Context: an optimization exercise on an open-source flow, tuned for small area. The choices shown serve that exercise and are no tape-out recipe.
At most, simulation tests tie the RTL to the original design; equivalence was not proved.
Function not checked in runs 1 and 2: the RTL went through the layout flow alone.
Power figures rest on the tool's default switching activity, not on a simulated workload.

## design/flow/config.mk

```make
export PLATFORM = sky130hd
export DESIGN_NAME = pocsag_rx
export DESIGN_NICKNAME = pocsag_rx
export VERILOG_FILES = /design/flow/design.v
export SDC_FILE = /design/flow/constraint.sdc
export NUM_CORES = 4
export LEC_CHECK = 0
export CAP_MARGIN = 20
export CORE_MARGIN = 2
export CORE_UTILIZATION = 40
export CTS_BUF_LIST = sky130_fd_sc_hd__clkbuf_16
export CTS_CLUSTER_DIAMETER = 120
export CTS_CLUSTER_SIZE = 30
export SLEW_MARGIN = 20
```

## design/flow/constraint.sdc

```tcl
create_clock -name core_clock -period 14.0 [get_ports {clk}]
set_input_delay 2.8000 -clock core_clock [delete_from_list [all_inputs] [get_ports {clk}]]
set_output_delay 2.8000 -clock core_clock [all_outputs]
set_load 0.01 [all_outputs]
```

## design/flow/design.v

```verilog
module pocsag_slicer (
    input  wire        clk,
    input  wire        rst,
    input  wire        in_valid,
    input  wire [15:0] in_sample,
    output wire        bit_valid,
    output wire        bit_val
);
    reg  [22:0] mag_acc;
    reg  [17:0] bit_sum;
    reg  [1:0]  samp_cnt;
    wire        v   = in_valid;
    wire        neg = in_sample[15];
    wire [22:0] op_b = {{7{v}}, ~mag_acc[22:7] & {16{v}}};
    wire [22:0] op_c = {7'd0, (in_sample ^ {16{neg}}) & {16{v}}};
    wire [22:0] cs_s = mag_acc ^ op_b ^ op_c;
    wire [23:0] cs_c = {(mag_acc & op_b) | (mag_acc & op_c) | (op_b & op_c), neg & v};
    wire [22:0] mag_next;
    wire [23:0] mc;
    assign mc[0] = v;
    genvar k;
    generate
        for (k = 0; k < 23; k = k + 1) begin : g_mag
            assign mag_next[k] = cs_s[k] ^ cs_c[k] ^ mc[k];
            assign mc[k + 1]   = (cs_s[k] & cs_c[k]) | (cs_s[k] & mc[k]) | (cs_c[k] & mc[k]);
        end
    endgenerate
    wire [17:0] op_s = {{2{neg}}, in_sample} & {18{v}};
    wire [17:0] sum_next;
    wire [18:0] sc;
    assign sc[0] = 1'b0;
    generate
        for (k = 0; k < 18; k = k + 1) begin : g_sum
            assign sum_next[k] = bit_sum[k] ^ op_s[k] ^ sc[k];
            assign sc[k + 1]   = (bit_sum[k] & op_s[k]) | (bit_sum[k] & sc[k]) | (op_s[k] & sc[k]);
        end
    endgenerate
    wire [16:0] mq = mag_next[22:6];
    wire [17:0] gc;
    assign gc[0] = 1'b0;
    generate
        for (k = 0; k < 17; k = k + 1) begin : g_cmp
            assign gc[k + 1] = (sum_next[k] & ~mq[k]) | (sum_next[k] & gc[k]) | (~mq[k] & gc[k]);
        end
    endgenerate
    wire last = &samp_cnt;
    assign bit_valid = v & last;
    assign bit_val   = ~sum_next[17] & gc[17];
    always @(posedge clk) begin
        if (rst) begin
            mag_acc  <= 23'd0;
            bit_sum  <= 18'd0;
            samp_cnt <= 2'd0;
        end else begin
            mag_acc  <= mag_next;
            bit_sum  <= (v & last) ? 18'd0 : sum_next;
            if (v)
                samp_cnt <= samp_cnt + 2'd1;
        end
    end
endmodule
module pocsag_bch (
    input  wire [31:0] cw_in,
    output reg  [31:0] cw_out,
    output reg         fail
);
    localparam [32*11-1:0] SYN_TAB = {
        11'h769, 11'h3B5, 11'h1DB, 11'h785, 11'h3C3, 11'h689, 11'h345, 11'h1A3,
        11'h7B9, 11'h3DD, 11'h1EF, 11'h79F, 11'h4A7, 11'h53B, 11'h5F5, 11'h2FB,
        11'h615, 11'h30B, 11'h6ED, 11'h377, 11'h6D3, 11'h401, 11'h201, 11'h101,
        11'h081, 11'h041, 11'h021, 11'h011, 11'h009, 11'h005, 11'h003, 11'h001
    };
    reg [10:0] syn;
    reg [31:0] flip;
    integer p;
    always @* begin
        syn = 11'd0;
        for (p = 0; p < 32; p = p + 1)
            if (cw_in[p])
                syn = syn ^ SYN_TAB[p*11 +: 11];
        flip = 32'd0;
        for (p = 0; p < 32; p = p + 1)
            if (syn == SYN_TAB[p*11 +: 11])
                flip[p] = 1'b1;
        cw_out = cw_in ^ flip;
        fail   = (syn != 11'd0) && (flip == 32'd0);
    end
endmodule
module pocsag_rx (
    input  wire        clk,
    input  wire        rst,
    input  wire        in_valid,
    input  wire [15:0] in_sample,
    output reg         pre_found,
    output reg         sync_found,
    output wire        out_valid,
    output wire [3:0]  out_index,
    output wire [31:0] out_word,
    output wire        out_fail,
    output wire        out_addr
);
    localparam PRE_MIN_T = 519;
    localparam [31:0]  KMP_P  = 32'h1BA84B3E;
    localparam [159:0] KMP_FB = {5'd2, 5'd2, 5'd4, 5'd1, 5'd1, 5'd5, 5'd1, 5'd1,
                                 5'd1, 5'd3, 5'd1, 5'd3, 5'd1, 5'd2, 5'd2, 5'd2,
                                 5'd3, 5'd1, 5'd2, 5'd3, 5'd1, 5'd4, 5'd1, 5'd1,
                                 5'd2, 5'd0, 5'd1, 5'd1, 5'd1, 5'd1, 5'd1, 5'd0};
    localparam [1:0] S_PRE   = 2'd0,
                     S_SYNC  = 2'd1,
                     S_BATCH = 2'd2;
    wire bit_valid, bit_val;
    pocsag_slicer u_slicer (
        .clk       (clk),
        .rst       (rst),
        .in_valid  (in_valid),
        .in_sample (in_sample),
        .bit_valid (bit_valid),
        .bit_val   (bit_val)
    );
    reg  [1:0]  state;
    reg  [5:0]  cnt;       
    reg  [3:0]  rnd;       
    reg         full;      
    reg  [9:0]  ptrans;
    reg         prev;      
    reg         emit;
    reg  [3:0]  ph;
    reg  [3:0]  stg;       
    reg  [3:0]  stv;
    reg  [3:0]  pf;        
    reg  [15:0] ring [0:35];
    wire in_pre   = (state == S_PRE);
    wire in_sync  = (state == S_SYNC);
    wire [3:0] grp = cnt[5:2];
    wire [1:0] c4  = cnt[1:0];
    wire [35:0] taps;
    genvar g;
    generate
        for (g = 0; g < 36; g = g + 1) begin : g_tap
            assign taps[g] = ring[g][0];
        end
    endgenerate
    wire [3:0] grp_e  = in_sync ? 4'd0 : grp;
    wire [1:0] c4_e   = in_sync ? 2'd0 : c4;
    wire [3:0] rnd_e  = in_sync ? 4'd0 : rnd;
    wire [3:0] last_g = in_pre ? 4'd8 : 4'd7;
    wire [3:0] prev_g = (grp_e == 4'd0) ? last_g : grp_e - 4'd1;
    wire       ok_cur = (ph + 4'd1 == rnd_e);
    wire       ok_old = (ph + 4'd2 == rnd_e);
    reg  [3:0] wr;
    reg  [3:0] wgrp [0:3];
    integer r;
    always @* begin
        for (r = 0; r < 4; r = r + 1) begin
            if (r < c4_e) begin
                wgrp[r] = grp_e;
                wr[r]   = stv[r] & ok_cur;
            end else begin
                wgrp[r] = prev_g;
                wr[r]   = stv[r] & ((grp_e == 4'd0) ? ok_old : ok_cur);
            end
        end
    end
    wire [3:0] next_g = (grp == 4'd8) ? 4'd0 : grp + 4'd1;
    wire       at_cur = (ph == rnd);
    wire       at_nxt = (ph == rnd + 4'd1);
    reg  [3:0] fhit;
    reg  [3:0] ftap;
    always @* begin
        for (r = 0; r < 4; r = r + 1) begin
            if (r > c4) begin
                ftap[r] = taps[4 * grp + r];
                fhit[r] = at_cur;
            end else begin
                ftap[r] = taps[4 * next_g + r];
                fhit[r] = (grp == 4'd8) ? at_nxt : at_cur;
            end
        end
    end
    wire [1:0] rs        = c4 + 2'd1;
    wire       t_sub     = full & (fhit[rs] ? ftap[rs] : pf[rs]);
    wire       pempty    = ~full & (rnd == 4'd0) & (cnt == 6'd0);
    wire       t_add     = ~pempty & (bit_val ^ prev);
    wire [9:0] ptrans_n  = ptrans + {9'd0, t_add} - {9'd0, t_sub};
    wire       full_n    = full | ((rnd == 4'd15) & (cnt == 6'd35));
    wire       pre_match = full_n & (ptrans_n >= PRE_MIN_T);
    wire       kmp_hit   = (bit_val == KMP_P[cnt[4:0]]);
    wire       sync_hit  = kmp_hit & (&cnt[4:0]);
    wire       lane_in   = in_pre ? (bit_val ^ prev) : bit_val;
    wire       store     = bit_valid & ~in_sync;
    integer j;
    always @(posedge clk) begin
        for (j = 0; j < 36; j = j + 1) begin
            ring[j][15:1] <= ring[j][14:0];
            ring[j][0]    <= (wr[j % 4] && wgrp[j % 4] == j / 4) ? stg[j % 4] : ring[j][15];
        end
        for (r = 0; r < 4; r = r + 1) begin
            if (fhit[r])
                pf[r] <= ftap[r];
            if (store && c4 == r)
                stg[r] <= lane_in;
        end
    end
    always @(posedge clk) begin
        if (rst) begin
            state      <= S_PRE;
            cnt        <= 6'd0;
            rnd        <= 4'd0;
            full       <= 1'b0;
            ptrans     <= 10'd0;
            pre_found  <= 1'b0;
            sync_found <= 1'b0;
            emit       <= 1'b0;
            ph         <= 4'd0;
            stv        <= 4'd0;
        end else begin
            pre_found  <= 1'b0;
            sync_found <= 1'b0;
            ph         <= ph + 4'd1;
            for (r = 0; r < 4; r = r + 1)
                if (wr[r])
                    stv[r] <= 1'b0;
            if (store)
                stv[c4] <= 1'b1;
            if (out_valid) begin
                rnd <= rnd + 4'd1;
                if (rnd == 4'd15)
                    emit <= 1'b0;
            end
            if (bit_valid) begin
                case (state)
                    S_PRE: begin
                        prev <= bit_val;
                        if (pre_match) begin
                            state     <= S_SYNC;
                            cnt       <= 6'd0;
                            rnd       <= 4'd0;
                            full      <= 1'b0;
                            ptrans    <= 10'd0;
                            pre_found <= 1'b1;
                        end else begin
                            ptrans <= ptrans_n;
                            if (cnt == 6'd35) begin
                                cnt <= 6'd0;
                                rnd <= rnd + 4'd1;
                                if (rnd == 4'd15)
                                    full <= 1'b1;
                            end else begin
                                cnt <= cnt + 6'd1;
                            end
                        end
                    end
                    S_SYNC: begin
                        cnt[4:0] <= kmp_hit ? cnt[4:0] + 5'd1 : KMP_FB[cnt[4:0]*5 +: 5];
                        if (sync_hit) begin
                            state      <= S_BATCH;
                            rnd        <= 4'd0;
                            sync_found <= 1'b1;
                        end
                    end
                    default: begin
                        cnt[4:0] <= cnt[4:0] + 5'd1;
                        if (&cnt[4:0]) begin
                            rnd <= rnd + 4'd1;
                            if (rnd == 4'd15) begin
                                state <= S_SYNC;
                                emit  <= 1'b1;
                            end
                        end
                    end
                endcase
            end
        end
    end
    wire [31:0] raw;
    generate
        for (g = 0; g < 32; g = g + 1) begin : g_raw
            assign raw[31 - g] = taps[g];
        end
    endgenerate
    pocsag_bch u_bch (
        .cw_in  (raw),
        .cw_out (out_word),
        .fail   (out_fail)
    );
    assign out_valid = emit & (ph == rnd);
    assign out_index = rnd;
    assign out_addr  = ~raw[31];
endmodule
```

## design/flow/run.sh

```bash
#!/bin/bash
# synth_recipe.tcl (not shown) runs the flow's synth.tcl, then flattens the netlist and writes it again
# the make line also repeats each setting of config.mk as NAME=value (left out here)
make -C /OpenROAD-flow-scripts/flow DESIGN_CONFIG=/design/flow/config.mk WORK_HOME=/design/flow/orfs CLKGATE_MAP_FILE= SYNTH_SCRIPT=/design/flow/synth_recipe.tcl finish
```

==> impl_metrics.tcl, run 1 <==
set metrics [dict create \
    synth_mux_area_frac 0.04439 \
    die_width_um 235.1 \
    post-place-cells 2482 \
    async_reset_ff_frac 0 \
    grt_pass1_wl_um 64340 \
    n_fill_cell 4788 \
    slowest_delay_ns 0.53 \
    worst_pin_slew_ns 0.9242 \
    antenna_found_initial 5 \
    synth-adder-area-share 0.07414 \
    start_util 0.4058 \
    synthXorXnorAreaFrac 0.07888 \
    fin_skew_ns 0.03360 \
    die_y_um 235.1 \
    grt_use_total 0.1452 \
    grt_pass1_vias 11531 \
    critPathLaunchType "primary input" \
    synth_top_family_by_area "simple AND/OR/NAND/NOR gates" \
    area_delta_synth_final_pct 11.54 \
    crit_path_end_kind "flop" \
    p_leak_nw 9.541 \
    cts.sinks 662 \
    overflow 0 \
    p_per_area_mw_per_mm2 146.8 \
    rows 84 \
    synth_cells 1750 \
    finalCriticalPeriod_ns 14.65 \
    grt_max_degree 64 \
    grt_setup_unrepaired "true" \
    dieArea_mm2 0.05528 \
    synth_area_mm2 0.02137 \
    cts_inserted_buffers 26 \
    synth.distinct_cells 81 \
    dp_hpwl_um 28820 \
    design.portCount 60 \
    finalCritPeriodShare 1.047 \
    postCtsHoldBufs 0 \
    vias 12080 \
    crit_path_frequent_cell "fa_2" \
    h-tree-depth 1 \
    synth-seq-area-share 0.6245 \
    synth_nets 1863 \
    timing.fmax_ghz 0.06825 \
    min_path_type "flop to flop" \
    core_area_mm2 0.05266 \
    via_per_inst 4.796 \
    clkTransAtPathRegs_ns 0.12 \
    post_drt_wl_per_cell_um 16.25 \
    drc 0 \
    final_common_cell "dfxtp_1" \
    setup_tns_ns -10.23 \
    antenna_cells 0 \
    gp_congestion 0.8638 \
    synth_compound_area_frac 0.05124 \
    worstPathArrival_ns 15.11 \
    drive_above_1_share 0.09612 \
    drv_slew 0 \
    clockRootBuffer "clkbuf_16" \
    final_cell_mix "dfxtp_1 (653), nor2_1 (107), nand2_1 (98)" \
    cts_tree "built" \
    fin_util 0.4526 \
    crit_type "primary input to flop" \
    firstDrtPassIters 6 \
    portBuffers 59 \
    fin_area_mm2 0.02383 \
    clock_tree.buffer_depth 3 \
    postRouteAntennaNets 0 \
    wl_um 40940 \
    avgSynthCellArea_um2 12.21 \
    worstPathRequired_ns 14.46 \
    violatedChecks "setup timing" \
    synth-seq-cells 662 \
    finalWorstSetupSlack_ns -0.6528 \
    setup_viol 23 \
    ys.warnings.count 5 \
    cap_violations 0 \
    synth_ff_type "dfxtp_1" \
    peakVddDrop_v 0.0001022 \
    final_cell_count_no_fill 2519 \
    place_area_mm2 0.02300 \
    clock_latency_ns 0.59 \
    final_hold_viol_count 0 \
    synth_edf_count 9 \
    worst_slew_margin_rel 0.3816 \
    final_nets 1938 \
    outcome "complete, but fails checks" \
    yosys.area_share.simple 0.1020 \
    slowest_stage "fa_1" \
    detail_route.iter0.violations 912 \
    path_max_fanout 5 \
]
Yosys cell counts (7+ instances only):
cell type | instances | area, µm²
nor4_1 | 11 | 68.82
xnor2_1 | 69 | 604.3
o211ai_1 | 8 | 60.06
nand3_1 | 40 | 200.2
o21ai_1 | 8 | 40.04
nand4_1 | 10 | 62.56
mux2i_1 | 36 | 360.4
o22ai_1 | 7 | 43.79
mux2_1 | 8 | 90.09
nor3_1 | 47 | 235.2
xor2_1 | 73 | 639.4
buf_2 | 10 | 50.05
a22oi_1 | 10 | 75.07
a21o_1 | 9 | 67.56
dfxtp_1 | 653 | 13070
a211oi_1 | 9 | 67.56
and3_1 | 11 | 68.82
xnor3_1 | 13 | 292.8
inv_1 | 78 | 292.8
nor2b_1 | 23 | 143.9
edfxtp_1 | 9 | 270.3
nand2b_1 | 16 | 100.1
o21ai_0 | 29 | 145.1
nand2_1 | 98 | 367.9
mux2_2 | 35 | 394.1
fa_1 | 53 | 1061
and2_1 | 44 | 275.3
a21oi_1 | 50 | 250.2
nor2_1 | 107 | 401.6
clkbuf_1 | 41 | 153.9
ha_1 | 41 | 513.0
final timing paths:
check        slack (ns)                            from                    to  cells after the start
max reg2reg        1.59  u_slicer.mag_acc[7]$_SDFF_PP0_   cnt[2]$_SDFFE_PP0P_                     49
min reg2reg        0.31             ring[15][9]$_DFF_P_  ring[15][10]$_DFF_P_                      0
max               -0.65                   in_sample[15]   cnt[2]$_SDFFE_PP0P_                     51
min                0.31             ring[15][9]$_DFF_P_  ring[15][10]$_DFF_P_                      0
cells by family after synthesis:
kind of cell | count (synthesis)
flops | 662
mux | 84
fa+ha+maj | 95
xor+xnor | 162
buf+inv | 138
simple gates | 440
compound gates | 169
layer usage:
layer  GRT usage  part of all wire  vias up
met2      0.2368              0.46      252
li1            -                 -     5907
met1      0.2052              0.48     5862
met5           0                 0        -
met3     0.01958             0.044       59
met4     0.03318             0.021        0
what timing repair did:
item / in CTS / in global routing
gates resized for setup: 6 / 6
pin swaps: 6 / 7
endpoints found under the hold margin: 0 / 0
endpoints found under the setup margin: 23 / 23
buffers inserted: 3 / 1
sequential cells by signal (all words and copies together), names as in the netlist:
signal and cells:
ring 576, u_slicer.mag_acc 23, u_slicer.bit_sum 18, ptrans 10
cnt 6, pf 4, ph 4, rnd 4
stg 4, stv 4, state 2, u_slicer.samp_cnt 2
emit 1, full 1, pre_found 1, prev 1
sync_found 1
cell type report:
cell class | instances | area [µm²] | area share
Timing Repair Buffer | 103 | 912.1 | 0.03827
Multi-Input combinational cell | 950 | 7639 | 0.3205
Clock buffer | 28 | 700.7 | 0.02940
Tap cell | 688 | 860.8 | 0.03612
Sequential cell | 662 | 13340 | 0.5599
Inverter | 82 | 307.8 | 0.01292
Clock inverter | 6 | 68.82 | 0.002888
where the power goes:
part | total (mW) | internal (mW) | switching [mW]
registers | 1.96 | 1.93 | 0.0223
clock network | 0.919 | 0.383 | 0.536
logic | 0.623 | 0.308 | 0.315
metrics by stage:
stage / setup slack, ns / total power, mW / hold WS (ns)
global placement: -1.385 / 2.593 / 0.3096
global route: -1.090 / 3.682 / 0.3229
finish: -0.6528 / 3.498 / 0.3148
CTS: -0.6661 / 3.532 / 0.3204
floorplan: -0.9361 / 2.424 / 0.3096
detailed placement: -1.634 / 2.610 / 0.3121
worst max-delay path, delay by kind of cell:
kind / cells / cell delay, ns
adders and majority gates: 26 / 8.05
xor gates and xnor gates: 3 / 0.54
AOI/OAI and AO/OA: 12 / 2.14
buffers and inverters: 4 / 0.51
and+or+nand+nor: 6 / 1.05
==> run 2, diff against run 1 <==
--- a/design/flow/config.mk
+++ b/design/flow/config.mk
@@ -10,5 +10,5 @@
 export CORE_UTILIZATION = 40
-export CTS_BUF_LIST = sky130_fd_sc_hd__clkbuf_16
-export CTS_CLUSTER_DIAMETER = 120
-export CTS_CLUSTER_SIZE = 30
+export CTS_BUF_LIST = sky130_fd_sc_hd__clkbuf_8
+export CTS_CLUSTER_DIAMETER = 80
+export CTS_CLUSTER_SIZE = 16
 export SLEW_MARGIN = 20
==> run 2 against run 1 <==
Critical path type unchanged. Clock power decreased by 0.4%. Clock skew increased by 0.0053 ns. First-iteration DRC count decreased by 6.3%. Critical endpoint is now rnd[0]$_SDFF_PP0_. Worst hold slack got worse by 0.0049 ns. Cell area increased by 0.60%. Combinational power about the same. Synthesized cell count unchanged. Via count increased by 0.29%. Register-to-register slack got worse by 0.06 ns. Still fails the layout checks on setup timing. Sequential power about the same. Sequential share of layout area decreased by 0.33 points. Global-route usage increased by 0.34 points.
==> impl_metrics.tcl, run 2 <==
set metrics [dict create \
    h-tree-depth 2 \
    min_path_type "flop to flop" \
    synthTopCellsByCount "dfxtp_1 (653), nor2_1 (107), nand2_1 (98), inv_1 (78), xor2_1 (73)" \
    drive_above_1_share 0.1174 \
    drc 0 \
    finalCriticalPeriod_ns 14.64 \
    portBuffers 59 \
    fin_skew_ns 0.03886 \
    cts_tree "built" \
    synth_nets 1863 \
    critPathLaunchType "primary input" \
    clock_latency_ns 0.67 \
    via_per_inst 4.744 \
    path_max_fanout 4 \
    p_total_mw 3.495 \
    gp_congestion 0.8638 \
    rows 84 \
    dp_hpwl_um 28820 \
    design.portCount 60 \
    crit_path_end_kind "flop" \
    wl_um 41520 \
    peakVddDrop_v 0.0001082 \
    ys.warnings.count 5 \
    setup_viol 23 \
    synth.distinct_cells 81 \
    final_nets 1964 \
    violatedChecks "setup timing" \
    yosysTopAreaCellShare 0.6119 \
    setup_tns_ns -9.350 \
    clockRootBuffer "clkbuf_8" \
    grt_setup_unrepaired "true" \
    die_width_um 235.1 \
    timing.fmax_ghz 0.06833 \
    core_area_mm2 0.05266 \
    finalWorstSetupSlack_ns -0.6356 \
    postCtsHoldBufs 0 \
    slowest_stage "fa_1" \
    dieArea_mm2 0.05528 \
    grt_pass1_wl_um 65080 \
    p_leak_nw 9.632 \
    drv_slew 0 \
    largest_register "ring" \
    start_util 0.4058 \
    synth_edf_count 9 \
    post_drt_wl_per_cell_um 16.26 \
    finalCritPeriodShare 1.045 \
    grt_max_degree 64 \
    firstDrtPassIters 5 \
    crit_type "primary input to flop" \
    async_reset_ff_frac 0 \
    synth_area_mm2 0.02137 \
    die_y_um 235.1 \
    final_hold_viol_count 0 \
    synth-seq-area-share 0.6245 \
    final_cell_mix "dfxtp_1 (653), nor2_1 (107), nand2_1 (98)" \
    grt_use_total 0.1485 \
    clkTransAtPathRegs_ns 0.10 \
    cts.sinks 662 \
    area_delta_synth_final_pct 12.21 \
    cap_violations 0 \
    cts_inserted_buffers 49 \
    synth_cells 1750 \
    synth_ff_type "dfxtp_1" \
    largest_register_ff_count 576 \
    worstPathArrival_ns 15.18 \
    fin_util 0.4553 \
    vias 12115 \
    p_per_area_mw_per_mm2 145.8 \
    grt_pass1_vias 11750 \
    crit_path_frequent_cell "fa_2" \
    final_common_cell "dfxtp_1" \
    reg.largest.list "ring: 576 flops, u_slicer.mag_acc: 23 flops, u_slicer.bit_sum: 18 flops" \
    pre_cts_ws_ns -1.634 \
    avgSynthCellArea_um2 12.21 \
    slowest_delay_ns 0.50 \
    worstPathRequired_ns 14.54 \
    clock_tree.buffer_depth 3 \
    worst_pin_slew_ns 0.9349 \
    postRouteAntennaNets 0 \
    overflow 0 \
    synthTopCellsByArea "dfxtp_1 (61%), fa_1 (5.0%), xor2_1 (3.0%)" \
    outcome "complete, but fails checks" \
    worst_slew_margin_rel 0.3745 \
    detail_route.iter0.violations 855 \
    synth_most_common_cell "dfxtp_1" \
    synth-seq-cells 662 \
    synth_largest_area_cell "dfxtp_1" \
    antenna_found_initial 4 \
]
run 2: timing repair:
action | CTS | global route
resized for setup | 9 | 18
endpoints found under the setup margin | 23 | 23
pin swaps | 11 | 23
buffers inserted | 6 | 4
run 2: metrics by stage:
stage / hold slack, ns / area, µm² / instances
finish: 0.3100 / 23970 / 2554
global route: 0.3244 / 23970 / 2553
CTS: 0.3159 / 23850 / 2549
detailed placement: 0.3121 / 23000 / 2482
global placement: 0.3096 / 23000 / 2482
floorplan: 0.3096 / 21510 / 1750
run 2: power by group:
part / switching, mW / leakage (nW) / internal (mW) / total [mW]
Sequential: 0.0223 / 5.35 / 1.93 / 1.95
Combinational: 0.312 / 3.84 / 0.313 / 0.625
Clock: 0.566 / 0.436 / 0.349 / 0.915
run 2: worst paths after layout:
| path | cells after the start | startpoint | slack, ns | endpoint |
|---|---|---|---|---|
| setup reg to reg | 50 | u_slicer.mag_acc[7]$_SDFF_PP0_ | 1.53 | rnd[0]$_SDFF_PP0_ |
| setup / recovery | 52 | in_sample[15] | -0.64 | rnd[0]$_SDFF_PP0_ |
| hold / removal | 0 | ring[35][13]$_DFF_P_ | 0.31 | ring[35][14]$_DFF_P_ |
| hold reg to reg | 0 | ring[35][13]$_DFF_P_ | 0.31 | ring[35][14]$_DFF_P_ |
run 2: logic make-up (layout without fill, tap and decap cells):
family / after synthesis / in the layout / share of synthesized area
DFF: 662 / 662 / 0.6245
and+or+nand+nor: 440 / 440 / 0.1020
AOI/OAI and AO/OA: 169 / 169 / 0.05124
xor gates and xnor gates: 162 / 162 / 0.07888
buffers and inverters: 138 / 253 / 0.02489
adders and majority gates: 95 / 95 / 0.07414
muxes: 84 / 84 / 0.04439
other: 0 / 1 / 0
run 2: cell type report:
| type | instances | area, µm² |
|---|---|---|
| antenna | 1 | 2.502 |
| inverter | 82 | 307.8 |
| tap | 688 | 860.8 |
| clock buffer | 53 | 729.5 |
| multi-input combinational | 950 | 7702 |
| timing repair buffer | 106 | 947.2 |
| sequential | 662 | 13340 |
| clock inverter | 12 | 81.33 |
| fill | 4783 | 28680 |
run 2: routing by layer:
metal / share of wire / track usage
met5: 0 / 0
met2: 0.46 / 0.2371
met1: 0.47 / 0.2048
met3: 0.044 / 0.02439
met4: 0.025 / 0.05121
run 2: critical path, delay by kind of cell:
family / cells / cell delay, ns
compound gates: 12 / 2.11
buf+inv: 5 / 0.64
xor+xnor: 3 / 0.54
simple gates: 6 / 1.05
fa+ha+maj: 26 / 8.02
==> run 3, diff against run 2 <==
--- a/design/flow/design.v
+++ b/design/flow/design.v
@@ -11,39 +11,8 @@
     reg  [1:0]  samp_cnt;
-    wire        v   = in_valid;
-    wire        neg = in_sample[15];
-    wire [22:0] op_b = {{7{v}}, ~mag_acc[22:7] & {16{v}}};
-    wire [22:0] op_c = {7'd0, (in_sample ^ {16{neg}}) & {16{v}}};
-    wire [22:0] cs_s = mag_acc ^ op_b ^ op_c;
-    wire [23:0] cs_c = {(mag_acc & op_b) | (mag_acc & op_c) | (op_b & op_c), neg & v};
-    wire [22:0] mag_next;
-    wire [23:0] mc;
-    assign mc[0] = v;
-    genvar k;
-    generate
-        for (k = 0; k < 23; k = k + 1) begin : g_mag
-            assign mag_next[k] = cs_s[k] ^ cs_c[k] ^ mc[k];
-            assign mc[k + 1]   = (cs_s[k] & cs_c[k]) | (cs_s[k] & mc[k]) | (cs_c[k] & mc[k]);
-        end
-    endgenerate
-    wire [17:0] op_s = {{2{neg}}, in_sample} & {18{v}};
-    wire [17:0] sum_next;
-    wire [18:0] sc;
-    assign sc[0] = 1'b0;
-    generate
-        for (k = 0; k < 18; k = k + 1) begin : g_sum
-            assign sum_next[k] = bit_sum[k] ^ op_s[k] ^ sc[k];
-            assign sc[k + 1]   = (bit_sum[k] & op_s[k]) | (bit_sum[k] & sc[k]) | (op_s[k] & sc[k]);
-        end
-    endgenerate
-    wire [16:0] mq = mag_next[22:6];
-    wire [17:0] gc;
-    assign gc[0] = 1'b0;
-    generate
-        for (k = 0; k < 17; k = k + 1) begin : g_cmp
-            assign gc[k + 1] = (sum_next[k] & ~mq[k]) | (sum_next[k] & gc[k]) | (~mq[k] & gc[k]);
-        end
-    endgenerate
-    wire last = &samp_cnt;
-    assign bit_valid = v & last;
-    assign bit_val   = ~sum_next[17] & gc[17];
+    wire        neg      = in_sample[15];
+    wire [15:0] abs_s    = neg ? (~in_sample + 16'd1) : in_sample;
+    wire [22:0] mag_next = mag_acc - {7'd0, mag_acc[22:7]} + {7'd0, abs_s};
+    wire [17:0] sum_next = bit_sum + {{2{neg}}, in_sample};
+    assign bit_valid = in_valid & (&samp_cnt);
+    assign bit_val   = ~sum_next[17] & (sum_next[16:0] > mag_next[22:6]);
     always @(posedge clk) begin
@@ -53,7 +22,6 @@
             samp_cnt <= 2'd0;
-        end else begin
+        end else if (in_valid) begin
             mag_acc  <= mag_next;
-            bit_sum  <= (v & last) ? 18'd0 : sum_next;
-            if (v)
-                samp_cnt <= samp_cnt + 2'd1;
+            samp_cnt <= samp_cnt + 2'd1;
+            bit_sum  <= (&samp_cnt) ? 18'd0 : sum_next;
         end
--- a/design/flow/config.mk
+++ b/design/flow/config.mk
@@ -10,5 +10,2 @@
 export CORE_UTILIZATION = 40
-export CTS_BUF_LIST = sky130_fd_sc_hd__clkbuf_8
-export CTS_CLUSTER_DIAMETER = 80
-export CTS_CLUSTER_SIZE = 16
 export SLEW_MARGIN = 20
==> run 3 against run 2 <==
The run now finishes clean. Via count rose by 14%. Register-to-register slack improved by 3.2 ns. Combinational power is 76% higher. Die area increased by 4.8%. Synthesized cell count grew 11%. Clock power grew 92%. Critical path depth down 14. Global-route usage rose by 1.8 points. Maximum frequency increased by 20%. Total power is 38% higher.
==> impl_metrics.tcl, run 3 <==
set metrics [dict create \
    cts_setup_buffers 0 \
    path_max_fanout 5 \
    vias 13838 \
    largest_register "ring" \
    final_cell_count_no_fill 2827 \
    detail_route.iter0.violations 941 \
    grt_use_total 0.1662 \
    slowest_delay_ns 0.59 \
    avgSynthCellArea_um2 11.53 \
    die_width_um 240.7 \
    design.portCount 60 \
    worst_pin_slew_ns 1.018 \
    n_fill_cell 4894 \
    worstPathArrival_ns 12.66 \
    rows 86 \
    synth_ff_type "dfxtp_1" \
    multi_input_area_mm2 0.008617 \
    core_area_mm2 0.05520 \
    worstPathRequired_ns 14.50 \
    timing.fmax_ghz 0.08224 \
    critPathLaunchType "primary input" \
    peakVddDrop_v 0.0001116 \
    via_per_inst 4.895 \
    drc 0 \
    dieArea_mm2 0.05795 \
    largest_register_ff_count 576 \
    final_nets 2146 \
    firstDrtPassIters 5 \
    grt_pass1_vias 13612 \
    grt_setup_unrepaired "false" \
    synth_edf_count 9 \
    fin_skew_ns 0.02042 \
    setup_tns_ns 0 \
    outcome "timing/DRC/antenna clean" \
    grt_pass1_wl_um 74540 \
    cts.repair.resized 0 \
    synthTopCellsByArea "dfxtp_1 (58%), xnor2_1 (4.8%), ha_1 (4.6%)" \
    portBuffers 59 \
    postRouteAntennaNets 0 \
    power_frac_comb 0.229 \
    pwr-share-seq 0.406 \
    pwr-share-clk 0.365 \
    switching_share 0.2889 \
    reg.largest.list "ring: 576 flops, u_slicer.mag_acc: 23 flops, u_slicer.bit_sum: 18 flops" \
    wl_um 47520 \
    switchingPower_mw 1.394 \
    post-place-cells 2705 \
    antenna_found_initial 4 \
    setup_viol 0 \
    crit_path_end_kind "flop" \
    synth.distinct_cells 77 \
    clockRootBuffer "clkbuf_16" \
    timing.hold.ws_ns 0.3182 \
    cts.sinks 662 \
    slowest_stage "clkdlybuf4s50_1" \
    p_leak_nw 10.30 \
    regArea_mm2 0.01334 \
    synth_largest_area_cell "dfxtp_1" \
    final_common_cell "dfxtp_1" \
    synthTopCellsByCount "dfxtp_1 (653), nor2_1 (155), xnor2_1 (123), nand2_1 (106), a21oi_1 (89)" \
    area_delta_synth_final_pct 16.16 \
    synth_area_mm2 0.02242 \
    p_int_mw 3.431 \
    gp_congestion 0.8924 \
    final_cell_mix "dfxtp_1 (653), nor2_1 (155), xnor2_1 (123)" \
    start_util 0.4061 \
    h-tree-depth 3 \
    cts_inserted_buffers 67 \
    min_path_type "flop to flop" \
    drv_slew 0 \
    crit_type "primary input to flop" \
    clock_tree.buffer_depth 3 \
    async_reset_ff_frac 0 \
    synth_most_common_cell "dfxtp_1" \
    ys.warnings.count 5 \
    grt_max_degree 82 \
    clkTransAtPathRegs_ns 0.07 \
    clock_latency_ns 0.60 \
    synth-seq-cells 662 \
    post_drt_wl_per_cell_um 16.81 \
    synth-seq-area-share 0.5953 \
    die_y_um 240.7 \
    synth_cells 1944 \
    p_per_area_mw_per_mm2 185.3 \
    finalCritPeriodShare 0.8685 \
    cts_tree "built" \
    worst_slew_margin_rel 0.3216 \
    yosysTopAreaCellShare 0.5832 \
    drive_above_1_share 0.09384 \
    overflow 0 \
    postCtsHoldBufs 0 \
    synth_nets 2064 \
    crit_path_frequent_cell "ha_1" \
    dp_hpwl_um 32710 \
    final_hold_viol_count 0 \
    finalCriticalPeriod_ns 12.16 \
    cap_violations 0 \
]
==> run 3: cell families after synthesis <==
group           after synthesis  share of synthesized area
mux                         100                    0.05230
flops                       662                     0.5953
buf+inv                     118                    0.02032
fa+ha+maj                   101                    0.06241
simple gates                497                     0.1079
compound gates              277                    0.08021
xor+xnor                    189                    0.08161
==> run 3: layer usage <==
metal | GRT usage | vias to the layer above | part of all wire
li1 | - | 6822 | -
met3 | 0.03523 | 105 | 0.048
met4 | 0.05759 | 0 | 0.029
met2 | 0.2599 | 328 | 0.44
met5 | 0 | - | 0
met1 | 0.2278 | 6583 | 0.48
==> run 3: area by class of cell <==
| type | count | share of cell area |
|---|---|---|
| Multi-Input combinational cell | 1164 | 0.3309 |
| Tap cell | 748 | 0.03594 |
| Timing Repair Buffer | 68 | 0.02489 |
| Clock inverter | 24 | 0.01096 |
| Antenna cell | 1 | 0.00009611 |
| Sequential cell | 662 | 0.5124 |
| Clock buffer | 97 | 0.07564 |
| Inverter | 63 | 0.009082 |
==> run 3: power by group through the flow <==
stage	clock, mW	combinational (mW)	sequential (mW)
5_1_grt	1.89	1.23	1.96
3_3_place_gp	0	1.07	2.00
6_report	1.76	1.10	1.96
2_1_floorplan	0	0.835	1.99
3_5_place_dp	0	1.09	2.00
4_1_cts	1.81	1.10	1.96
==> run 3: per-stage QoR <==
step                  util  worst slack (ns)  power, mW  cell area, µm²
finish              0.4717             1.841      4.825           26040
global route        0.4716             1.187      5.081           26040
CTS                 0.4716             1.957      4.864           26040
detailed placement  0.4308             1.363      3.087           23780
global placement    0.4308             1.607      3.068           23780
floorplan                -             2.734      2.827           22420
==> run 3: critical path, delay by kind of cell <==
| family | cells | cell delay [ns] |
|---|---|---|
| xor+xnor | 4 | 0.58 |
| compound gates | 17 | 4.39 |
| fa+ha+maj | 7 | 2.24 |
| simple gates | 7 | 1.90 |
| buf+inv | 3 | 0.72 |
==> run 3: worst paths after layout <==
kind	startpoint	endpoint	slack, ns	cells after the start
worst max register to register	u_slicer.mag_acc[9]$_SDFFE_PP0P_	cnt[0]$_SDFFE_PP0P_	4.77	34
worst min register to register	ring[7][2]$_DFF_P_	ring[7][3]$_DFF_P_	0.32	0
worst max-delay path	in_sample[1]	cnt[0]$_SDFFE_PP0P_	1.84	38
worst min-delay path	ring[7][2]$_DFF_P_	ring[7][3]$_DFF_P_	0.32	0
==> run 4, diff against run 3 <==
--- a/design/flow/design.v
+++ b/design/flow/design.v
@@ -5,3 +5,3 @@
     input  wire [15:0] in_sample,
-    output wire        bit_valid,
+    output reg         bit_valid,
     output wire        bit_val
@@ -11,8 +11,39 @@
     reg  [1:0]  samp_cnt;
-    wire        neg      = in_sample[15];
-    wire [15:0] abs_s    = neg ? (~in_sample + 16'd1) : in_sample;
-    wire [22:0] mag_next = mag_acc - {7'd0, mag_acc[22:7]} + {7'd0, abs_s};
-    wire [17:0] sum_next = bit_sum + {{2{neg}}, in_sample};
-    assign bit_valid = in_valid & (&samp_cnt);
-    assign bit_val   = ~sum_next[17] & (sum_next[16:0] > mag_next[22:6]);
+    wire        v   = in_valid;
+    wire        neg = in_sample[15];
+    wire [22:0] op_b = {{7{v}}, ~mag_acc[22:7] & {16{v}}};
+    wire [22:0] op_c = {7'd0, (in_sample ^ {16{neg}}) & {16{v}}};
+    wire [22:0] cs_s = mag_acc ^ op_b ^ op_c;
+    wire [23:0] cs_c = {(mag_acc & op_b) | (mag_acc & op_c) | (op_b & op_c), neg & v};
+    wire [22:0] mag_next;
+    wire [23:0] mc;
+    assign mc[0] = v;
+    genvar k;
+    generate
+        for (k = 0; k < 23; k = k + 1) begin : g_mag
+            assign mag_next[k] = cs_s[k] ^ cs_c[k] ^ mc[k];
+            assign mc[k + 1]   = (cs_s[k] & cs_c[k]) | (cs_s[k] & mc[k]) | (cs_c[k] & mc[k]);
+        end
+    endgenerate
+    wire        first = (samp_cnt == 2'd0);
+    wire [17:0] acc   = bit_sum & {18{~first}};
+    wire [17:0] op_s  = {{2{neg}}, in_sample} & {18{v}};
+    wire [17:0] sum_next;
+    wire [18:0] sc;
+    assign sc[0] = 1'b0;
+    generate
+        for (k = 0; k < 18; k = k + 1) begin : g_sum
+            assign sum_next[k] = acc[k] ^ op_s[k] ^ sc[k];
+            assign sc[k + 1]   = (acc[k] & op_s[k]) | (acc[k] & sc[k]) | (op_s[k] & sc[k]);
+        end
+    endgenerate
+    wire [16:0] mq = mag_acc[22:6];
+    wire [17:0] gc;
+    assign gc[0] = 1'b0;
+    generate
+        for (k = 0; k < 17; k = k + 1) begin : g_cmp
+            assign gc[k + 1] = (bit_sum[k] & ~mq[k]) | (bit_sum[k] & gc[k]) | (~mq[k] & gc[k]);
+        end
+    endgenerate
+    assign bit_val = ~bit_sum[17] & gc[17];
     always @(posedge clk) begin
@@ -22,6 +53,9 @@
             samp_cnt <= 2'd0;
-        end else if (in_valid) begin
+            bit_valid <= 1'b0;
+        end else begin
             mag_acc  <= mag_next;
-            samp_cnt <= samp_cnt + 2'd1;
-            bit_sum  <= (&samp_cnt) ? 18'd0 : sum_next;
+            bit_sum  <= sum_next;
+            bit_valid <= v & (&samp_cnt);
+            if (v)
+                samp_cnt <= samp_cnt + 2'd1;
         end
@@ -61,4 +95,4 @@
     input  wire [15:0] in_sample,
-    output reg         pre_found,
-    output reg         sync_found,
+    output wire        pre_found,
+    output wire        sync_found,
     output wire        out_valid,
@@ -101,3 +135,3 @@
     wire in_sync  = (state == S_SYNC);
-    wire [3:0] grp = cnt[5:2];
+    wire [3:0] grp = cnt[5:2];    
     wire [1:0] c4  = cnt[1:0];
@@ -110,37 +144,39 @@
     endgenerate
-    wire [3:0] grp_e  = in_sync ? 4'd0 : grp;
+    reg  [8:0] dg;         
+    integer r;
+    always @* begin
+        for (r = 0; r < 9; r = r + 1)
+            dg[r] = (grp == r);
+    end
+    wire [8:0] dg_e   = in_sync ? 9'd1 : dg;
+    wire [8:0] dprv   = {in_pre & dg_e[0], dg_e[8] | (~in_pre & dg_e[0]), dg_e[7:1]};
     wire [1:0] c4_e   = in_sync ? 2'd0 : c4;
     wire [3:0] rnd_e  = in_sync ? 4'd0 : rnd;
-    wire [3:0] last_g = in_pre ? 4'd8 : 4'd7;
-    wire [3:0] prev_g = (grp_e == 4'd0) ? last_g : grp_e - 4'd1;
     wire       ok_cur = (ph + 4'd1 == rnd_e);
-    wire       ok_old = (ph + 4'd2 == rnd_e);
-    reg  [3:0] wr;
-    reg  [3:0] wgrp [0:3];
-    integer r;
+    wire       ok_prv = dg_e[0] ? (ph + 4'd2 == rnd_e) : ok_cur;
+    reg  [3:0] wcur, wold;
     always @* begin
         for (r = 0; r < 4; r = r + 1) begin
-            if (r < c4_e) begin
-                wgrp[r] = grp_e;
-                wr[r]   = stv[r] & ok_cur;
-            end else begin
-                wgrp[r] = prev_g;
-                wr[r]   = stv[r] & ((grp_e == 4'd0) ? ok_old : ok_cur);
-            end
-        end
-    end
-    wire [3:0] next_g = (grp == 4'd8) ? 4'd0 : grp + 4'd1;
+            wcur[r] = stv[r] & (r < c4_e) & ok_cur;
+            wold[r] = stv[r] & (r >= c4_e) & ok_prv;
+        end
+    end
+    wire [3:0] wr = wcur | wold;
+    reg  [35:0] we;
+    always @* begin
+        for (r = 0; r < 36; r = r + 1)
+            we[r] = (wcur[r % 4] & dg_e[r / 4]) | (wold[r % 4] & dprv[r / 4]);
+    end
+    wire [8:0] dnx    = {dg[7:0], dg[8]};
     wire       at_cur = (ph == rnd);
-    wire       at_nxt = (ph == rnd + 4'd1);
+    wire       at_nxt = dg[8] ? (ph == rnd + 4'd1) : at_cur;
     reg  [3:0] fhit;
     reg  [3:0] ftap;
+    integer q;
     always @* begin
         for (r = 0; r < 4; r = r + 1) begin
-            if (r > c4) begin
-                ftap[r] = taps[4 * grp + r];
-                fhit[r] = at_cur;
-            end else begin
-                ftap[r] = taps[4 * next_g + r];
-                fhit[r] = (grp == 4'd8) ? at_nxt : at_cur;
-            end
+            ftap[r] = 1'b0;
+            for (q = 0; q < 9; q = q + 1)
+                ftap[r] = ftap[r] | (taps[4 * q + r] & ((r > c4) ? dg[q] : dnx[q]));
+            fhit[r] = (r > c4) ? at_cur : at_nxt;
         end
@@ -162,3 +198,3 @@
             ring[j][15:1] <= ring[j][14:0];
-            ring[j][0]    <= (wr[j % 4] && wgrp[j % 4] == j / 4) ? stg[j % 4] : ring[j][15];
+            ring[j][0]    <= we[j] ? stg[j % 4] : ring[j][15];
         end
@@ -178,4 +214,2 @@
             ptrans     <= 10'd0;
-            pre_found  <= 1'b0;
-            sync_found <= 1'b0;
             emit       <= 1'b0;
@@ -184,4 +218,2 @@
         end else begin
-            pre_found  <= 1'b0;
-            sync_found <= 1'b0;
             ph         <= ph + 4'd1;
@@ -207,3 +239,2 @@
                             ptrans    <= 10'd0;
-                            pre_found <= 1'b1;
                         end else begin
@@ -225,3 +256,2 @@
                             rnd        <= 4'd0;
-                            sync_found <= 1'b1;
                         end
@@ -253,3 +283,5 @@
     );
-    assign out_valid = emit & (ph == rnd);
+    assign pre_found  = bit_valid & in_pre & pre_match;
+    assign sync_found = bit_valid & in_sync & sync_hit;
+    assign out_valid  = emit & (ph == rnd);
     assign out_index = rnd;
==> run 4 against run 3 <==
Critical path depth down 8. Total power down 16%. Non-clock buffer count down 2. Sequential cell count down 1. Worst hold slack worse by 0.0047 ns. Worst setup slack better by 0.65 ns. Cell area down 4.7%. Die area down 4.4%. Final cell count down 8.9%. Largest cell class unchanged.
==> impl_metrics.tcl, run 4 <==
set metrics [dict create \
    crit_path_end_kind "flop" \
    final_hold_viol_count 0 \
    crit_type "primary input to flop" \
    synth_cells 1777 \
    overflow 0 \
    worstPathRequired_ns 14.54 \
    cap_violations 0 \
    critPathBufInv 3 \
    dieArea_mm2 0.05537 \
    path_max_fanout 17 \
    antenna_found_initial 1 \
    clock_latency_ns 0.62 \
    final_cell_mix "dfxtp_1 (652), nor2_1 (112), nand2_1 (83)" \
    synth.distinct_cells 75 \
    synthTopCellsByArea "dfxtp_1 (61%), fa_1 (5.0%), xnor2_1 (3.2%)" \
    post_drt_wl_per_cell_um 16.82 \
    worst_slew_margin_rel 0.2595 \
    timing.fmax_ghz 0.08687 \
    synth-seq-cells 661 \
    clkTransAtPathRegs_ns 0.06 \
    fin_skew_ns 0.01709 \
    p_per_area_mw_per_mm2 162.4 \
    synth_largest_area_cell "dfxtp_1" \
    drv_slew 0 \
    synth_area_mm2 0.02140 \
    rows 84 \
    die_y_um 235.3 \
    h-tree-depth 2 \
    async_reset_ff_frac 0 \
    avgSynthCellArea_um2 12.04 \
    via_per_inst 4.852 \
    gp_congestion 0.8569 \
    firstDrtPassIters 5 \
    worstPathArrival_ns 12.05 \
    final_nets 1945 \
    cts_tree "built" \
    dp_hpwl_um 29190 \
    grt_pass1_vias 12509 \
    grt_setup_unrepaired "false" \
    detail_route.iter0.violations 710 \
    critPathLaunchType "primary input" \
    portBuffers 59 \
    grt_pass1_wl_um 68860 \
    largest_register "ring" \
    finalWorstSetupSlack_ns 2.488 \
    start_util 0.4056 \
    peakVddDrop_v 0.0001204 \
    largest_register_ff_count 576 \
    synthTopCellsByCount "dfxtp_1 (652), nor2_1 (112), nand2_1 (83), xnor2_1 (77), xor2_1 (69)" \
    p_leak_nw 9.745 \
    synth_most_common_cell "dfxtp_1" \
    drc 0 \
    crit_path_frequent_cell "fa_1" \
    synth_edf_count 9 \
    core_area_mm2 0.05276 \
    cts.sinks 661 \
    synth_ff_type "dfxtp_1" \
    slowest_delay_ns 0.45 \
    slowest_stage "clkdlybuf4s50_1" \
    reg.largest.list "ring: 576 flops, u_slicer.mag_acc: 23 flops, u_slicer.bit_sum: 18 flops" \
    cts_inserted_buffers 60 \
    finalCriticalPeriod_ns 11.51 \
    outcome "timing/DRC/antenna clean" \
    design.portCount 60 \
    worst_pin_slew_ns 1.108 \
    crit_family "adder cells" \
    die_width_um 235.3 \
    postCtsHoldBufs 0 \
    clockRootBuffer "clkbuf_16" \
    pre_cts_ws_ns 1.798 \
    setup_viol 0 \
    n_fill_cell 4775 \
    ys.warnings.count 4 \
    synth_nets 1888 \
    min_path_type "flop to flop" \
    clock_tree.buffer_depth 3 \
    synth-seq-area-share 0.6225 \
    drive_above_1_share 0.09496 \
    cts_setup_buffers 0 \
    setup_tns_ns 0 \
    fin_util 0.4705 \
    wl_um 43300 \
    postRouteAntennaNets 0 \
    grt_max_degree 78 \
    grt_use_total 0.1562 \
    cts.repair.resized 0 \
    vias 12488 \
    area_delta_synth_final_pct 15.98 \
    yosysTopAreaCellShare 0.6099 \
    finalCritPeriodShare 0.8223 \
    final_common_cell "dfxtp_1" \
]
## run 4: stage by stage
step                power (mW)  area (µm²)  hold slack (ns)  std cells
floorplan                2.248       21400           0.3096       1777
global placement         2.327       22620           0.3095       2460
detailed placement       2.344       22630           0.3121       2460
CTS                      4.089       24810           0.3065       2573
global route             4.211       24820           0.3258       2573
finish                   4.031       24820           0.3135       2574
## run 4: logic make-up after synthesis
group / synth area share
adders and majority gates: 0.07472
buffers and inverters: 0.02403
muxes: 0.02906
AOI/OAI and AO/OA: 0.07203
and+or+nand+nor: 0.1037
DFF: 0.6225
xor gates and xnor gates: 0.07396
## run 4: path summary, 6_finish.rpt
| check | from | end | slack [ns] | depth (start not counted) |
|---|---|---|---|---|
| max | in_sample[15] | u_slicer.mag_acc[21]$_SDFF_PP0_ | 2.49 | 30 |
| min | ring[5][12]$_DFF_P_ | ring[5][13]$_DFF_P_ | 0.31 | 0 |
| max reg2reg | u_slicer.mag_acc[7]$_SDFF_PP0_ | u_slicer.mag_acc[21]$_SDFF_PP0_ | 5.18 | 27 |
| min reg2reg | ring[5][12]$_DFF_P_ | ring[5][13]$_DFF_P_ | 0.31 | 0 |
## run 4: per-layer routing
metal | GRT usage | share of wire | vias up
met2 | 0.2542 | 0.46 | 321
met1 | 0.2104 | 0.46 | 6010
li1 | - | - | 6084
met4 | 0.05038 | 0.022 | 0
met3 | 0.02955 | 0.056 | 73
met5 | 0 | 0 | -
## run 4: cell type report
class                      instances  area [µm²]  share of cell area
sequential                       661       13320              0.5367
multi-input combinational        982        7594              0.3059
clock buffer                      72        1648             0.06638
tap                              688       860.8             0.03468
timing repair buffer              66       633.1             0.02551
clock inverter                    41       525.5             0.02117
inverter                          63       236.5            0.009527
antenna                            1       2.502           0.0001008
## run 4: power by group
part           switching (mW)  leakage (nW)  internal [mW]
sequential             0.0359          5.35           1.93
clock                   0.702          1.07           1.03
combinational           0.173          3.33          0.162
total                   0.911          9.74           3.12
==> run 5, diff against run 4 <==
--- a/design/flow/config.mk
+++ b/design/flow/config.mk
@@ -10,2 +10,5 @@
 export CORE_UTILIZATION = 40
+export CTS_BUF_LIST = sky130_fd_sc_hd__clkbuf_16
+export CTS_CLUSTER_DIAMETER = 100
+export CTS_CLUSTER_SIZE = 24
 export SLEW_MARGIN = 20
==> run 5 against run 4 <==
Clock power shrank 38%. Non-clock buffer count is the same. Sequential cell count is the same. Synthesized area is the same. Register-to-register slack is essentially flat. Synthesized cell count is the same. Worst setup slack lost 0.037 ns. Sequential share of layout area grew 2.6 points. Core utilization shrank 2.2 points. Sequential power is essentially flat. Cell area shrank 4.7%. First-iteration DRC count grew 12%.
==> impl_metrics.tcl, run 5 <==
set metrics [dict create \
    outcome "timing/DRC/antenna clean" \
    post_drt_wl_per_cell_um 16.84 \
    dp_hpwl_um 29190 \
    portBuffers 59 \
    n_fill_cell 4876 \
    final_nets 1919 \
    firstDrtPassIters 7 \
    detail_route.iter0.violations 793 \
    regArea_mm2 0.01332 \
    final_cell_mix "dfxtp_1 (652), nor2_1 (112), nand2_1 (83)" \
    finalCriticalPeriod_ns 11.55 \
    core_area_mm2 0.05276 \
    clock_latency_ns 0.58 \
    async_reset_ff_frac 0 \
    die_width_um 235.3 \
    synth_nets 1888 \
    start_util 0.4056 \
    clkTransAtPathRegs_ns 0.09 \
    clock_tree.buffer_depth 3 \
    synth.distinct_cells 75 \
    final_cell_count_no_fill 2504 \
    worst_pin_slew_ns 1.126 \
    slowest_delay_ns 0.45 \
    rows 84 \
    largest_register "ring" \
    area_delta_synth_final_pct 10.58 \
    critPathLaunchType "primary input" \
    cts_setup_buffers 0 \
    final_common_cell "dfxtp_1" \
    fin_util 0.4486 \
    p_per_area_mw_per_mm2 142.4 \
    crit_path_frequent_cell "fa_1" \
    synth_area_mm2 0.02140 \
    cap_violations 0 \
    clockRootBuffer "clkbuf_16" \
    synth_edf_count 9 \
    ys.warnings.count 4 \
    vias 12237 \
    grt_use_total 0.1516 \
    synth-seq-area-share 0.6225 \
    die_y_um 235.3 \
    cts.sinks 661 \
    drc 0 \
    p_total_mw 3.371 \
    synth_cells 1777 \
    worstPathArrival_ns 12.04 \
    setup_tns_ns 0 \
    synth_largest_area_cell "dfxtp_1" \
    grt_pass1_wl_um 66740 \
    overflow 0 \
    yosysTopAreaCellShare 0.6099 \
    postCtsHoldBufs 0 \
    fin_skew_ns 0.03053 \
    h-tree-depth 2 \
    timing.hold.ws_ns 0.3169 \
    synthTopCellsByArea "dfxtp_1 (61%), fa_1 (5.0%), xnor2_1 (3.2%)" \
    p_leak_nw 9.182 \
    avgSynthCellArea_um2 12.04 \
    peakVddDrop_v 0.00008340 \
    drv_slew 0 \
    gp_congestion 0.8569 \
    synth-seq-cells 661 \
    multi_input_area_mm2 0.007587 \
    cts_inserted_buffers 34 \
    critPathBufInv 3 \
    synthTopCellsByCount "dfxtp_1 (652), nor2_1 (112), nand2_1 (83), xnor2_1 (77), xor2_1 (69)" \
    wl_um 42160 \
    setup_viol 0 \
    postRouteAntennaNets 0 \
    worstPathRequired_ns 14.49 \
    crit_family "adder cells" \
    grt_setup_unrepaired "false" \
    cts_tree "built" \
    worst_slew_margin_rel 0.2427 \
    crit_path_end_kind "flop" \
    antenna_cells 0 \
    via_per_inst 4.887 \
    finalCritPeriodShare 0.8249 \
    final_hold_viol_count 0 \
    min_path_type "flop to flop" \
    grt_pass1_vias 12071 \
    grt_max_degree 78 \
    slowest_stage "clkdlybuf4s50_1" \
    cts.repair.resized 0 \
    crit_type "primary input to flop" \
    synth_most_common_cell "dfxtp_1" \
    timing.fmax_ghz 0.08659 \
    path_max_fanout 17 \
    reg.largest.list "ring: 576 flops, u_slicer.mag_acc: 23 flops, u_slicer.bit_sum: 18 flops" \
    post-place-cells 2460 \
    largest_register_ff_count 576 \
    design.portCount 60 \
    drive_above_1_share 0.06057 \
    synth_ff_type "dfxtp_1" \
    dieArea_mm2 0.05537 \
    antenna_found_initial 0 \
]
## run 5: cell types whose count changed in the layout (fill, tap and decap cells not counted), moves of 3 or more
| cell | change |
|---|---|
| inv_6 | -3 |
| clkbuf_16 | -25 |
| clkinv_4 | -4 |
| clkbuf_8 | -8 |
| bufinv_16 | -8 |
| clkinv_2 | -16 |
| clkbuf_1 | -3 |
| clkinvlp_4 | -4 |
## run 5: worst register-to-register path, delay by kind of cell, from the launching register on
family | cells | cell delay, ns
adders and majority gates | 23 | 7.92
buffers and inverters | 1 | 0.07
DFF | 1 | 0.43
and+or+nand+nor | 3 | 0.32
## run 5: cell families after synthesis
group / count (synthesis) / synth area share
simple gates: 437 / 0.1037
mux: 56 / 0.02906
compound gates: 232 / 0.07203
flops: 661 / 0.6225
fa+ha+maj: 97 / 0.07472
xor+xnor: 160 / 0.07396
buf+inv: 134 / 0.02403
## run 5: metrics by stage
step / area [µm²] / worst slack [ns]
after floorplan: 21400 / 2.243
final: 23670 / 2.451
after global routing: 23670 / 2.051
after detailed placement: 22630 / 1.798
after global placement: 22620 / 1.993
after CTS: 23660 / 2.394
## run 5: final cells by class
cell class                      count  area share
Sequential cell                   661      0.5629
Multi-Input combinational cell    982      0.3206
Clock buffer                       36     0.03807
Inverter                           63    0.009992
Timing Repair Buffer               66     0.02675
Tap cell                          688     0.03637
Clock inverter                      8    0.005287
## run 5: per-layer routing
layer / track usage / routed length, µm / share of wire / vias to the layer above
met5: 0 / 0 / 0 / -
met4: 0.05018 / 1031 / 0.024 / 0
met3: 0.02158 / 1918 / 0.045 / 64
met2: 0.2444 / 19150 / 0.45 / 312
met1: 0.2100 / 20060 / 0.48 / 5890
li1: - / - / - / 5971
## run 5: final timing paths
check,start,to,slack [ns],cells past startpoint
setup reg to reg,u_slicer.mag_acc[7]$_SDFF_PP0_,u_slicer.mag_acc[21]$_SDFF_PP0_,5.19,27
setup / recovery,in_sample[15],u_slicer.mag_acc[21]$_SDFF_PP0_,2.45,30
hold reg to reg,ring[15][14]$_DFF_P_,ring[15][15]$_DFF_P_,0.32,0
hold / removal,ring[15][14]$_DFF_P_,ring[15][15]$_DFF_P_,0.32,0
## run 5: where the power goes
group          leakage (nW)  internal, mW  total (mW)  switching (mW)
combinational          3.33         0.161       0.335           0.173
clock                 0.511         0.509        1.08           0.568
sequential             5.35          1.92        1.96          0.0359
==> run 6, diff against run 5 <==
--- a/design/flow/config.mk
+++ b/design/flow/config.mk
@@ -11,4 +11,4 @@
 export CTS_BUF_LIST = sky130_fd_sc_hd__clkbuf_16
-export CTS_CLUSTER_DIAMETER = 100
-export CTS_CLUSTER_SIZE = 24
+export CTS_CLUSTER_DIAMETER = 120
+export CTS_CLUSTER_SIZE = 30
 export SLEW_MARGIN = 20
==> run 6 against run 5 <==
Highest routed layer unchanged. Still clean on timing, DRC and antenna. Via count fell by 1.1%. Largest cell class unchanged. Clock-buffer cell count down 10. Core utilization shrank 0.56 points. Critical endpoint unchanged. Die area unchanged.
==> impl_metrics.tcl, run 6 <==
set metrics [dict create \
    synth-seq-cells 661 \
    synth_edf_count 9 \
    synth.distinct_cells 75 \
    p_per_area_mw_per_mm2 136.6 \
    final_cell_mix "dfxtp_1 (652), nor2_1 (112), nand2_1 (83)" \
    final_nets 1911 \
    dieArea_mm2 0.05537 \
    slowest_delay_ns 0.45 \
    fin_util 0.4430 \
    synth-seq-area-share 0.6225 \
    slowest_stage "clkdlybuf4s50_1" \
    synth_cells 1777 \
    crit_path_end_kind "flop" \
    die_width_um 235.3 \
    clockRootBuffer "clkbuf_16" \
    clock_latency_ns 0.60 \
    p_total_mw 3.193 \
    fin_skew_ns 0.02534 \
    overflow 0 \
    grt_pass1_wl_um 66590 \
    synth_nets 1888 \
    place_area_mm2 0.02263 \
    firstDrtPassIters 6 \
    cts_setup_buffers 0 \
    synth_largest_area_cell "dfxtp_1" \
    clkTransAtPathRegs_ns 0.12 \
    ys.warnings.count 4 \
    area_delta_synth_final_pct 9.208 \
    cts.sinks 661 \
    finalCriticalPeriod_ns 11.52 \
    multi_input_area_mm2 0.007587 \
    gp_congestion 0.8569 \
    synth_area_mm2 0.02140 \
    clock_tree.buffer_depth 3 \
    die_y_um 235.3 \
    peakVddDrop_v 0.0001111 \
    grt_setup_unrepaired "false" \
    synthTopCellsByArea "dfxtp_1 (61%), fa_1 (5.0%), xnor2_1 (3.2%)" \
    postRouteAntennaNets 0 \
    drv_slew 0 \
    pre_cts_ws_ns 1.798 \
    rows 84 \
    crit_type "primary input to flop" \
    antenna_cells 0 \
    cts.repair.resized 0 \
    worst_slew_margin_rel 0.2589 \
    synth_ff_type "dfxtp_1" \
    setup_tns_ns 0 \
    drc 0 \
    crit_path_frequent_cell "fa_1" \
    h-tree-depth 1 \
    dp_hpwl_um 29190 \
    largest_register_ff_count 576 \
    cap_violations 0 \
    worstPathArrival_ns 12.04 \
    drive_above_1_share 0.05488 \
    grt_max_degree 78 \
    synth_most_common_cell "dfxtp_1" \
    timing.fmax_ghz 0.08681 \
    avgSynthCellArea_um2 12.04 \
    critPathLaunchType "primary input" \
    yosysTopAreaCellShare 0.6099 \
    cts_tree "built" \
    finalWorstSetupSlack_ns 2.481 \
    setup_viol 0 \
    grt_pass1_vias 12038 \
    detail_route.iter0.violations 789 \
    regArea_mm2 0.01332 \
    post_drt_wl_per_cell_um 16.87 \
    outcome "timing/DRC/antenna clean" \
    n_fill_cell 4901 \
    path_max_fanout 17 \
    via_per_inst 4.858 \
    worst_pin_slew_ns 1.102 \
    wl_um 42030 \
    finalCritPeriodShare 0.8228 \
    cts_inserted_buffers 26 \
    final_hold_viol_count 0 \
    core_area_mm2 0.05276 \
    reg.largest.list "ring: 576 flops, u_slicer.mag_acc: 23 flops, u_slicer.bit_sum: 18 flops" \
    design.portCount 60 \
    synthTopCellsByCount "dfxtp_1 (652), nor2_1 (112), nand2_1 (83), xnor2_1 (77), xor2_1 (69)" \
    fin_area_mm2 0.02337 \
    p_leak_nw 9.034 \
    postCtsHoldBufs 0 \
    antenna_found_initial 0 \
    portBuffers 59 \
    largest_register "ring" \
    vias 12106 \
    worstPathRequired_ns 14.53 \
    async_reset_ff_frac 0 \
    final_common_cell "dfxtp_1" \
    min_path_type "flop to flop" \
    start_util 0.4056 \
    grt_use_total 0.1502 \
]
-- run 6: cell counts after synthesis --
No cell type changed its count.
-- run 6: report_power, final --
part           switching [mW]  total, mW  internal (mW)
clock network           0.537      0.898          0.361
registers              0.0359       1.96           1.92
logic                   0.174      0.335          0.162
-- run 6: worst paths after layout --
check,to,depth (start not counted),from,slack [ns]
setup / recovery,u_slicer.mag_acc[21]$_SDFF_PP0_,30,in_sample[15],2.48
hold / removal,ring[25][8]$_DFF_P_,0,ring[25][7]$_DFF_P_,0.32
setup reg to reg,u_slicer.mag_acc[21]$_SDFF_PP0_,27,u_slicer.mag_acc[7]$_SDFF_PP0_,5.17
hold reg to reg,ring[25][8]$_DFF_P_,0,ring[25][7]$_DFF_P_,0.32
-- run 6: area by class of cell --
class / count / share of cell area
Clock buffer: 26 / 0.02784
Clock inverter: 6 / 0.003480
Inverter: 63 / 0.01012
Multi-Input combinational cell: 982 / 0.3246
Sequential cell: 661 / 0.5700
Tap cell: 688 / 0.03683
Timing Repair Buffer: 66 / 0.02709
-- run 6: kinds of logic after synthesis --
group,Yosys count,synth area share
multiplexers,56,0.02906
buffers and inverters,134,0.02403
flip-flops,661,0.6225
AO/OA/AOI/OAI,232,0.07203
XOR/XNOR,160,0.07396
AND/OR/NAND/NOR,437,0.1037
adder cells (fa/ha/maj),97,0.07472
-- run 6: per-stage QoR --
| stage | hold WS, ns | cells |
|---|---|---|
| final | 0.3163 | 2492 |
| after global routing | 0.3267 | 2492 |
| after CTS | 0.3244 | 2492 |
| after detailed placement | 0.3121 | 2460 |
| after global placement | 0.3095 | 2460 |
| after floorplan | 0.3096 | 1777 |
-- run 6: routing by layer --
| layer | part of all wire | track usage | up-vias |
|---|---|---|---|
| met5 | 0 | 0 | - |
| met4 | 0.024 | 0.04285 | 0 |
| met3 | 0.045 | 0.01993 | 65 |
| met2 | 0.46 | 0.2464 | 281 |
| met1 | 0.47 | 0.2081 | 5812 |
| li1 | - | - | 5948 |
-- run 6: critical path, delay by kind of cell --
family	cells	cell delay, ns
fa+ha+maj	23	7.85
buf+inv	3	0.79
simple gates	3	0.41
xor+xnor	1	0.17
==> run 7, diff against run 6 <==
--- a/design/flow/design.v
+++ b/design/flow/design.v
@@ -48,2 +48,4 @@
     assign bit_val = ~bit_sum[17] & gc[17];
+    always @(posedge clk)
+        bit_sum <= sum_next;
     always @(posedge clk) begin
@@ -51,3 +53,2 @@
             mag_acc  <= 23'd0;
-            bit_sum  <= 18'd0;
             samp_cnt <= 2'd0;
@@ -56,3 +57,2 @@
             mag_acc  <= mag_next;
-            bit_sum  <= sum_next;
             bit_valid <= v & (&samp_cnt);
--- a/design/flow/config.mk
+++ b/design/flow/config.mk
@@ -9,3 +9,3 @@
 export CORE_MARGIN = 2
-export CORE_UTILIZATION = 40
+export CORE_UTILIZATION = 65
 export CTS_BUF_LIST = sky130_fd_sc_hd__clkbuf_16
@@ -13,2 +13,3 @@
 export CTS_CLUSTER_SIZE = 30
+export PLACE_DENSITY = 0.75
 export SLEW_MARGIN = 20
==> run 7 against run 6 <==
Clock power shrank 2.7%. Total power increased by 0.21%. Worst hold slack improved by 0.0010 ns. Sequential power about the same. Non-clock buffer count rose by 3. Final cell count down 16%. Global-route usage grew 10 points. Critical path depth unchanged. First-iteration DRC count rose by 37%. Worst setup slack worse by 0.027 ns. Highest routed layer unchanged. Die area down 39%.
==> impl_metrics.tcl, run 7 <==
set metrics [dict create \
    outcome "timing/DRC/antenna clean" \
    die_y_um 183.9 \
    via_per_inst 5.564 \
    portBuffers 59 \
    hp-start "ring[2][7]$_DFF_P_" \
    clkTransAtPathRegs_ns 0.12 \
    cts.sinks 661 \
    vias 11701 \
    grt_setup_unrepaired "false" \
    grt_pass1_vias 11668 \
    grt_pass1_wl_um 65710 \
    grt_max_degree 56 \
    reg.largest.list "ring: 576 flops, u_slicer.mag_acc: 23 flops, u_slicer.bit_sum: 18 flops" \
    p_per_area_mw_per_mm2 141.3 \
    cts_setup_buffers 0 \
    crit_path_end_kind "flop" \
    synth_largest_area_cell "dfxtp_1" \
    worstPathRequired_ns 14.50 \
    die_width_um 183.9 \
    crit_path_frequent_cell "fa_1" \
    synth.distinct_cells 91 \
    worst_slew_margin_rel 0.1800 \
    h-tree-depth 1 \
    start_util 0.6629 \
    antenna_found_initial 4 \
    overflow 0 \
    setup_tns_ns 0 \
    cts.repair.resized 0 \
    drc 0 \
    design.portCount 60 \
    synth-seq-cells 661 \
    timing.hold.ws_ns 0.3173 \
    synth_cells 1662 \
    r2r-start "u_slicer.mag_acc[7]$_SDFF_PP0_" \
    postRouteAntennaNets 0 \
    clockRootBuffer "clkbuf_16" \
    finalCriticalPeriod_ns 11.55 \
    post_drt_wl_per_cell_um 19.81 \
    synth_edf_count 9 \
    final_cell_mix "dfxtp_1 (652), nor2_1 (92), xnor2_1 (86)" \
    slowest_stage "clkdlybuf4s50_1" \
    peakVddDrop_v 0.0001314 \
    path_max_fanout 17 \
    largest_register_ff_count 576 \
    timing.fmax_ghz 0.08661 \
    firstDrtPassIters 6 \
    critPathLaunchType "primary input" \
    n_fill_cell 2124 \
    avgSynthCellArea_um2 12.65 \
]
## run 7: cell types whose count changed in the layout (fill, tap and decap cells not counted), moves of 14 or more
| cell | delta |
|---|---|
| nand2_1 | -21 |
| nand3_1 | -18 |
| a22oi_1 | +26 |
| nor2_1 | -20 |
| o22ai_1 | -21 |
| nor2b_1 | -14 |
## run 7: cell type report
| class | count | area (µm²) | share of cell area |
|---|---|---|---|
| Timing Repair Buffer | 69 | 658.1 | 0.02907 |
| Clock inverter | 5 | 56.30 | 0.002487 |
| Clock buffer | 26 | 650.6 | 0.02874 |
| Multi-Input combinational cell | 880 | 7223 | 0.3191 |
| Sequential cell | 661 | 13320 | 0.5885 |
| Tap cell | 402 | 503.0 | 0.02222 |
| Inverter | 60 | 225.2 | 0.009948 |
## run 7: report_power, final
group | switching (mW) | internal [mW] | leakage [nW]
sequential | 0.0390 | 1.93 | 5.35
combinational | 0.183 | 0.172 | 3.20
clock | 0.529 | 0.344 | 0.353
## run 7: kinds of logic after synthesis
group	after synthesis	share of synthesized area
AOI/OAI and AO/OA	196	0.06522
buffers and inverters	121	0.02339
DFF	661	0.6336
muxes	55	0.02910
and+or+nand+nor	369	0.09295
adders and majority gates	99	0.07730
xor gates and xnor gates	161	0.07843
## run 7: worst max-delay path by stage
stage / slack (ns) / start / depth (start not counted) / end
floorplan: 2.24 / in_sample[15] / 30 / u_slicer.mag_acc[21]$_SDFF_PP0_
detailed placement: 1.88 / in_sample[15] / 30 / u_slicer.mag_acc[21]$_SDFF_PP0_
CTS: 2.46 / in_sample[15] / 30 / u_slicer.mag_acc[21]$_SDFF_PP0_
global route: 2.09 / in_sample[15] / 30 / u_slicer.mag_acc[21]$_SDFF_PP0_
finish: 2.45 / in_sample[15] / 30 / u_slicer.mag_acc[21]$_SDFF_PP0_
global placement: 2.00 / in_sample[15] / 30 / u_slicer.mag_acc[21]$_SDFF_PP0_
## run 7: per-stage QoR
stage / setup slack (ns) / total power [mW] / instance area (µm²) / util
2_1_floorplan: 2.243 / 2.274 / 21030 / -
3_3_place_gp: 1.997 / 2.348 / 21910 / 0.6908
3_5_place_dp: 1.878 / 2.371 / 21920 / 0.6911
4_1_cts: 2.462 / 3.228 / 22630 / 0.7134
5_1_grt: 2.089 / 3.352 / 22640 / 0.7138
6_report: 2.454 / 3.200 / 22640 / 0.7138
## run 7: worst reg2reg max path, delay by kind of cell (launching register included)
kind                     cells  cell delay, ns
adder cells (fa/ha/maj)     23            7.86
buffers and inverters        1            0.09
flip-flops                   1            0.43
AND/OR/NAND/NOR              3            0.34
## run 7: per-layer routing
metal | vias to the layer above | part of all wire | GRT usage
met5 | - | 0 | 0
met4 | 0 | 0.027 | 0.06240
met3 | 83 | 0.057 | 0.03447
met2 | 377 | 0.47 | 0.4145
met1 | 5644 | 0.45 | 0.3539
li1 | 5597 | - | -
